Background: an optimization exercise with open tools, aiming at small area, a short achievable clock period and few clock cycles per item. Do not read the settings as production practice. Only simulation tests tie the RTL to the original design; equivalence was not proved. Power and IR drop assume default switching activity.

==> flow/design.v (excerpt) <==
module hacodec (
    input  wire       clk,
    input  wire       rst,
    input  wire       in_valid,
    output wire       in_ready,
    input  wire [7:0] in_data,
    input  wire       in_last,
    output wire       out_valid,
    input  wire       out_ready,
    output wire [7:0] out_data,
    output wire       out_last
);
    function [7:0] bdec;               
        input [7:0] b;
        bdec = {1'b0, b[7:4], 3'b000} + {3'b000, b[7:4], 1'b0} + {4'd0, b[3:0]};
    endfunction
    function bok;
        input [7:0] b;
        bok = (b[7:4] <= 4'd9) && (b[3:0] <= 4'd9);
    endfunction
    function [7:0] benc;               
        input [7:0] v;
        case (v[6:0])
            7'd0 : benc = 8'h00;
            7'd1 : benc = 8'h01;
            7'd2 : benc = 8'h02;
            7'd3 : benc = 8'h03;
            7'd4 : benc = 8'h04;
            7'd5 : benc = 8'h05;
            7'd6 : benc = 8'h06;
            7'd7 : benc = 8'h07;
            7'd8 : benc = 8'h08;
            7'd9 : benc = 8'h09;
            7'd10: benc = 8'h10;
            7'd11: benc = 8'h11;
            7'd12: benc = 8'h12;
            7'd13: benc = 8'h13;
            7'd14: benc = 8'h14;
            7'd15: benc = 8'h15;
            7'd16: benc = 8'h16;
            7'd17: benc = 8'h17;
            7'd18: benc = 8'h18;
            7'd19: benc = 8'h19;
            7'd20: benc = 8'h20;
            7'd21: benc = 8'h21;
            7'd22: benc = 8'h22;
            7'd23: benc = 8'h23;
            7'd24: benc = 8'h24;
            7'd25: benc = 8'h25;
            7'd26: benc = 8'h26;
  ...
Size in the first run: ~1,600 cells after synthesis, ~230 flip-flops, ~24 I/O pins, ~0.015 sq mm of cells after synthesis.
export LEC_CHECK = 0
export ABC_CLOCK_PERIOD_IN_PS = 4000
export CAP_MARGIN = 20
export CORE_MARGIN = 2
export CORE_UTILIZATION = 60
export SETUP_SLACK_MARGIN = 5
export SLEW_MARGIN = 20
create_clock -name core_clock -period 10.0 [get_ports {clk}]
standard.sh (not shown) runs the stock make flow with config.mk's settings and CLKGATE_MAP_FILE= SYNTH_SCRIPT=/design/flow/synth_recipe.tcl, a recipe that flattens the netlist after the stock synthesis.
==> flow/flow/run.sh <==
#!/bin/bash
set -euo pipefail
bash standard.sh SETUP_SLACK_MARGIN=6 MATCH_CELL_FOOTPRINT=0 \
  "BUFFER_PORTS_ARGS=-buffer_cell sky130_fd_sc_hd__buf_4" finish > flow_standard.log 2>&1
Testbench counts at the start, summed over its fixed seeds: cycles 248,721, requests 32,000.
Edit:
--- a/flow/config.mk
+++ b/flow/config.mk
@@ -9,5 +9,5 @@
 export CAP_MARGIN = 20
 export CORE_MARGIN = 2
-export CORE_UTILIZATION = 60
+export CORE_UTILIZATION = 40
 export SETUP_SLACK_MARGIN = 5
 export SLEW_MARGIN = 20
After rerunning: Die area went up by 49%. Count of clock-buffer cells in the layout went down by 2. Design area went up by about 1%. Synthesized cell count does not change. Fmax stays flat. Power went down by 0.70%. Core utilization went down by 23 points. Sequential power stays flat. Area after synthesis stays the same.


sierra:
hacodec, a different RTL version from the one above (not shown whole).
Size: ~1700 cells after synthesis, about 220 flip-flops, about 24 I/O pins, about 16000 µm² of cells after synthesis.
==> flow/config.mk <==
export PLATFORM = sky130hd
export DESIGN_NAME = hacodec
export DESIGN_NICKNAME = hacodec
export VERILOG_FILES = /design/flow/design.v
export SDC_FILE = /design/flow/constraint.sdc
export NUM_CORES = 4
export LEC_CHECK = 0
export ABC_CLOCK_PERIOD_IN_PS = 4000
export CAP_MARGIN = 20
export CORE_MARGIN = 2
export CORE_UTILIZATION = 40
export SETUP_SLACK_MARGIN = 5
export SLEW_MARGIN = 20
==> flow/constraint.sdc <==
create_clock -name core_clock -period 10.0 [get_ports {clk}]
set_input_delay 2.0000 -clock core_clock [delete_from_list [all_inputs] [get_ports {clk}]]
set_output_delay 2.0000 -clock core_clock [all_outputs]
set_load 0.01 [all_outputs]
==> flow/flow/run.sh <==
#!/bin/bash
set -euo pipefail
bash standard.sh SETUP_SLACK_MARGIN=6 finish > flow_standard.log 2>&1
The flow did not stop early for sierra: all stages ran, and the layout cleared the timing, design-rule and antenna checks.
Testbench counts of sierra, summed over its fixed seeds: cycles 245,825, requests 32,000.
The following lists how yarrow was set up differently from sierra:
- removing ABC_CLOCK_PERIOD_IN_PS (formerly 4000)
- removing SETUP_SLACK_MARGIN (formerly 5)
==> flow/run.sh (new file) <==
#!/bin/bash
# synth_recipe.tcl (not shown) runs the flow's synth.tcl, then flattens the netlist and writes it again
# the make line also repeats each setting of config.mk as NAME=value (left out here)
make -C /OpenROAD-flow-scripts/flow DESIGN_CONFIG=/design/flow/config.mk WORK_HOME=/design/flow/orfs CLKGATE_MAP_FILE= SYNTH_SCRIPT=/design/flow/synth_recipe.tcl finish
removed: flow/flow/run.sh
removed: flow/standard.sh
## What came out
Compared with sierra, clock buffer instance count of the final layout in yarrow decreased by more than 10%. Diff sierra -> yarrow | via count of the first global-routing pass | down by a few percent. Routed wire length (higher): sierra.


Another version of the RTL of hacodec (not shown whole).
For scale: about 1400 cells after synthesis, about 230 flip-flops, ~24 I/O pins.
Settings: LEC_CHECK=0, ABC_CLOCK_PERIOD_IN_PS=4000, CAP_MARGIN=20, CORE_MARGIN=2, CORE_UTILIZATION=40, CTS_CLUSTER_DIAMETER=100, CTS_CLUSTER_SIZE=20, SETUP_SLACK_MARGIN=5, SLEW_MARGIN=20; clock period 10.0 ns.
==> flow/flow/run.sh <==
#!/bin/bash
set -euo pipefail
bash standard.sh SYNTH_SCRIPT="$PWD/flow/synth_abc.tcl" ADDER_MAP_FILE= SETUP_SLACK_MARGIN=7 MATCH_CELL_FOOTPRINT=0 \
  "BUFFER_PORTS_ARGS=-buffer_cell sky130_fd_sc_hd__buf_4" finish > flow_standard.log 2>&1
==> flow/flow/synth_abc.tcl <==
# synth_recipe.tcl (the standard synthesis) with one change: the technology mapping of the
# combinational logic uses ABC's default script for a liberty mapping (abc -liberty ... -D)
# instead of ORFS's abc_speed.script. Flip-flops are mapped before ABC and are not touched.
proc synth {args} { yosys synth -nofsm -noshare {*}$args }
proc abc {args} {
  set i [lsearch -exact $args -script]
  if {$i >= 0 && [string match *abc_speed.script [lindex $args [expr {$i + 1}]]]} {
    set args [lreplace $args $i [expr {$i + 1}]]
  }
  yosys abc {*}$args
}
source $::env(SCRIPTS_DIR)/synth.tcl
# left out here: clear keep_hierarchy, flatten, clean up, hide names made inside functions, write 1_2_yosys.v
The first run ran to the end with no violations.
Testbench counts at the start, summed over its fixed seeds: cycles 248,529, requests 32,000.
Change:
==> flow/flow/run.sh (replaced) <==
#!/bin/bash
set -euo pipefail
bash standard.sh SYNTH_SCRIPT="$PWD/flow/synth_abc.tcl" ADDER_MAP_FILE= SETUP_SLACK_MARGIN=6 MATCH_CELL_FOOTPRINT=0 \
  "BUFFER_PORTS_ARGS=-buffer_cell sky130_fd_sc_hd__buf_4" finish > flow_standard.log 2>&1
The new run ran to the end with no violations.
Clock-buffer cell count stays the same.
Cell area decreases by roughly a tenth.
Routed wire length decreases by a little under a tenth.
First-iteration DRC count stays flat.
Register-to-register slack got worse by 0.40 ns.
Final cell count decreases by a few percent.
Synthesized cell count stays the same.
Setup slack gets worse by 0.33 ns.
Area after synthesis stays the same.
Critical path depth drops by 3.
Sequential share of layout area grows by 4.6 points.
Change:
==> flow/flow/run.sh (replaced) <==
#!/bin/bash
set -euo pipefail
bash standard.sh SYNTH_SCRIPT="$PWD/flow/synth_abc.tcl" SETUP_SLACK_MARGIN=6 MATCH_CELL_FOOTPRINT=0 \
  "BUFFER_PORTS_ARGS=-buffer_cell sky130_fd_sc_hd__buf_4" finish > flow_standard.log 2>&1
Settings changed: CAP_MARGIN 20 to 5, SLEW_MARGIN 20 to 5.
What happened:
- global-route usage shrinks by 0.82 points
- routed wire length rises by 4.0%
- total power grows by 4.8%
- die area increases by 4.9%
- cell area went up by 4.9%
- cell count increases by 1.1%
- fmax went down by 1.2%
- setup slack degrades by 0.047 ns
- register-to-register slack is worse by 0.098 ns
- count of clock-buffer cells in the layout stays the same
- sequential power barely changes
Change:
==> flow/flow/run.sh (replaced) <==
#!/bin/bash
set -euo pipefail
bash standard.sh SYNTH_SCRIPT="$PWD/flow/synth_abc.tcl" SETUP_SLACK_MARGIN=5.5 MATCH_CELL_FOOTPRINT=0 \
  "BUFFER_PORTS_ARGS=-buffer_cell sky130_fd_sc_hd__buf_4" finish > flow_standard.log 2>&1
Settings changed: CAP_MARGIN 5 to 20, SLEW_MARGIN 5 to 20.
Via count falls by 0.46%.
Sequential power hardly moves.
Worst hold slack is about the same.
Non-clock buffer count goes down by 10.
Maximum frequency went down by 8.6%.
Combinational power falls by about 1%.
Critical path depth climbs by 5.
Sequential share of layout area came out higher by 0.38 points.
Routed wire length falls by 1.9%.
Setup slack is worse by 0.37 ns.
Total power climbs by 1.9%.


Setup of v6:
RTL: one of the versions met above, not the one the previous note started from.
Size: about 1700 cells after synthesis, about 220 flip-flops, roughly 24 I/O pins.
make LEC_CHECK=0 ABC_CLOCK_PERIOD_IN_PS=4000 CAP_MARGIN=20 CORE_MARGIN=2 CORE_UTILIZATION=40 SETUP_SLACK_MARGIN=5 SLEW_MARGIN=20 finish   # period 10.0 ns
run.sh (not shown) runs the stock make flow with config.mk's settings and CLKGATE_MAP_FILE= SYNTH_SCRIPT=/design/flow/synth_recipe.tcl, a recipe that flattens the netlist after the stock synthesis.
Stock flow here: none of the scripts above is used.
Testbench counts of v6, summed over its fixed seeds: cycles 245,825, requests 32,000.
Here is what was changed in the inputs of v7 compared with v6.
Settings: putting ABC_AREA at 1 where nothing was set; clearing ABC_CLOCK_PERIOD_IN_PS, which used to be 4000.
Notes after the runs:
v7: no failed stages, no open violations at the end
In terms of post-synthesis adder-cell area fraction, v6 and v7 differ only marginally.
Xor and xnor fraction of the mapped netlist area | v7 below v6
Of v7 and v6, the lower power belongs to v7.
Number of buffers outside the clock class in the layout | v7 above v6
Delta (v7 minus v6): global-route usage now sits lower, multi-input combinational area share now sits lower.

## what the ideal ports hide
No port has a modelled driver above. Below, the same layouts with a new extraction and two added sets of constraints. Step 1 sets driving cells, clkbuf_16 on the clock port and buf_2 on the other inputs (assumed; they add their load-dependent delay and slew). Step 2 times the ports against the registers' clock, not the clock port: input delays grow and output delays shrink by t, the midpoint of the rising clock arrivals with the driver on. Three values: ideal, step 1, step 2; two values: the first two.
| run | t (ns) | setup slack, ns | hold slack, ns |
|---|---|---|---|
| the first run of note 1 | 0.613 | 6.039 / 6.039 / 5.467 | 0.435 / 0.435 / 0.435 |
| the second run of note 1 | 0.605 | 6.049 / 6.074 / 5.469 | 0.439 / 0.439 / 0.439 |
| sierra | 0.618 | 5.006 / 5.006 / 4.924 | 0.446 / 0.446 / 0.446 |
| yarrow | 0.621 | 3.378 / 3.378 / 3.378 | 0.449 / 0.449 / 0.449 |
| the first run of note 3 | 0.557 | 6.475 / 6.414 / 5.857 | 0.415 / 0.415 / 0.415 |
| the second run of note 3 | 0.552 | 6.149 / 6.183 / 5.631 | 0.421 / 0.421 / 0.421 |
| the third run of note 3 | 0.555 | 6.102 / 6.102 / 5.652 | 0.421 / 0.421 / 0.421 |
| the fourth run of note 3 | 0.558 | 5.735 / 5.735 / 5.261 | 0.423 / 0.423 / 0.423 |
| v6 | 0.625 | 5.036 / 5.065 / 4.443 | 0.449 / 0.449 / 0.449 |
| v7 | 0.621 | 5.179 / 5.179 / 4.606 | 0.442 / 0.442 / 0.442 |
After both steps every run listed still meets setup and hold. For the first run of note 3, which loses most, drivers alone change the setup slack by -0.061 ns; drivers and shift together by -0.618 ns.
